What follows belongs to an exercise in optimizing a design on an open flow for small area and few clock cycles; a production flow would make more cautious choices. In this exercise RTL edits were held to simulation tests only and were not proved equivalent to the original. No activity file was given, so power comes from the tool's default toggle rates.

==> module frame_rx, before the edit <==
module frame_rx (
    input  wire        clk,
    input  wire        rst,
    input  wire        start,
    input  wire [7:0]  expect_op,
    input  wire        abort,
    input  wire        in_valid,
    input  wire [7:0]  in_data,
    input  wire        in_last,
    output wire        in_ready,
    output reg         pl_valid,
    output wire [7:0]  pl_data,
    output reg         busy,
    output reg         done,
    output reg  [1:0]  err,
    output wire        sync_ok,
    output wire        len_ok,
    output reg  [15:0] plen,
    output reg  [16:0] n,
    output reg  [15:0] crc
);
    reg [7:0]  exp_r;
    reg        op_ok;     
    reg        sync;      
    reg [15:0] len_r;
    reg [7:0]  b1;        
    reg [7:0]  b2;        
    assign in_ready = busy;
    assign pl_data  = b2;
    wire take = in_valid && busy && !abort;
    wire [15:0] crc_next;
    crc16_step u_step (.seed(crc), .data(b2), .next(crc_next));
    wire [16:0] idx = n - (done ? 17'd7 : 17'd6);
    wire        idx_lt = idx < {1'b0, len_r};
    wire        short  = (n < 17'd7);
    assign sync_ok = sync && (n >= 17'd2);
    assign len_ok  = (idx == {1'b0, len_r});
    always @(*) begin
        if (short)                err = 2'd1;
        else if (crc != {b2, b1}) err = 2'd2;
        else if (!op_ok)          err = 2'd3;
        else                      err = 2'd0;
        plen = (err != 2'd0) ? 16'd0 : idx_lt ? idx[15:0] : len_r;
    end
    always @(posedge clk) begin
        if (start && !busy && !abort) begin
            exp_r <= expect_op;
            n     <= 17'd0;
            crc   <= 16'hFFFF;
        end else if (take) begin
            n  <= n + 17'd1;
            b1 <= in_data;
            b2 <= b1;
            if (n >= 17'd4)
                crc <= crc_next;
            if (n == 17'd0) sync  <= (in_data == 8'hAB);
            if (n == 17'd1) sync  <= sync && (in_data == 8'hCD);
            if (n == 17'd2) op_ok <= (in_data == exp_r);
            if (n == 17'd4) len_r <= {b1, in_data};
        end
    end
    always @(posedge clk) begin
        if (rst) begin
            busy     <= 1'b0;
            done     <= 1'b0;
            pl_valid <= 1'b0;
        end else begin
            pl_valid <= take && !in_last && idx_lt;
            if (abort) begin
                busy <= 1'b0;
                done <= 1'b0;
            end else if (start && !busy) begin
                busy <= 1'b1;
                done <= 1'b0;
            end else if (take && in_last) begin
                busy <= 1'b0;
                done <= 1'b1;
            end
        end
    end
endmodule
clock: 5.0 ns
lec_check: 0
cap_margin: 20
core_margin: 2
core_utilization: 40
slew_margin: 20
run.sh (not shown) runs the stock make flow with config.mk's settings and CLKGATE_MAP_FILE= SYNTH_SCRIPT=/design/flow/synth_recipe.tcl, a recipe that flattens the netlist after the stock synthesis.
Testbench counts at the start, summed over its fixed seeds: cycles 114,164.
Edit:
--- a/flow/design.v
+++ b/flow/design.v
@@ -144,10 +144,9 @@
     output reg  [16:0] n,
     output reg  [15:0] crc
 );
-    reg [7:0]  exp_r;
     reg        op_ok;     
     reg        sync;      
-    reg [15:0] len_r;
+    reg [15:0] len_r;     
     reg [7:0]  b1;        
     reg [7:0]  b2;        
     assign in_ready = busy;
@@ -158,18 +157,20 @@
     wire [16:0] idx = n - (done ? 17'd7 : 17'd6);
     wire        idx_lt = idx < {1'b0, len_r};
     wire        short  = (n < 17'd7);
+    reg         lt_r;     
+    reg         eq_r;     
     assign sync_ok = sync && (n >= 17'd2);
-    assign len_ok  = (idx == {1'b0, len_r});
+    assign len_ok  = eq_r;
     always @(*) begin
         if (short)                err = 2'd1;
         else if (crc != {b2, b1}) err = 2'd2;
         else if (!op_ok)          err = 2'd3;
         else                      err = 2'd0;
-        plen = (err != 2'd0) ? 16'd0 : idx_lt ? idx[15:0] : len_r;
+        plen = (err != 2'd0) ? 16'd0 : lt_r ? idx[15:0] : len_r;
     end
     always @(posedge clk) begin
         if (start && !busy && !abort) begin
-            exp_r <= expect_op;
+            len_r[7:0] <= expect_op;
             n     <= 17'd0;
             crc   <= 16'hFFFF;
         end else if (take) begin
@@ -178,9 +179,11 @@
             b2 <= b1;
             if (n >= 17'd4)
                 crc <= crc_next;
+            lt_r <= idx_lt;
+            eq_r <= (idx == {1'b0, len_r});
             if (n == 17'd0) sync  <= (in_data == 8'hAB);
             if (n == 17'd1) sync  <= sync && (in_data == 8'hCD);
-            if (n == 17'd2) op_ok <= (in_data == exp_r);
+            if (n == 17'd2) op_ok <= (in_data == len_r[7:0]);
             if (n == 17'd4) len_r <= {b1, in_data};
         end
     end
Result: The changed run finished clean. Routed wire length falls by about 2.4%. Worst hold slack is better by 3.7 ps. Clock-buffer cell count went down by 6. Clock power is about the same. Maximum frequency went up by about 7.5%.
Testbench counts after the change, summed over its fixed seeds: cycles 114,164.

## what the ideal ports hide
The results above use ideal ports. As a check the final layouts listed here were re-extracted and re-timed, cells and wires unchanged. Step 1 (the two cells are an assumption about what drives the block):
set clk [get_ports {clk}]
set_driving_cell -lib_cell sky130_fd_sc_hd__clkbuf_16 $clk
set_driving_cell -lib_cell sky130_fd_sc_hd__buf_2 [delete_from_list [all_inputs] $clk]
Step 2, shift: input delay + t, output delay - t, t = (earliest + latest rising clock arrival at the registers) / 2. This alone moves slack from input paths to output paths. a / b / c = ideal ports / drivers / drivers and shift; a / b = the first two.
run | shift t [ns] | setup WS [ns] | slew at the worst register clock pin (ns)
the first run | 0.458 | 0.182 / 0.138 / 0.596 | 0.06 / 0.06
the second run | 0.465 | 0.516 / 0.471 / 0.901 | 0.06 / 0.06
After both steps every run listed still meets setup and hold.
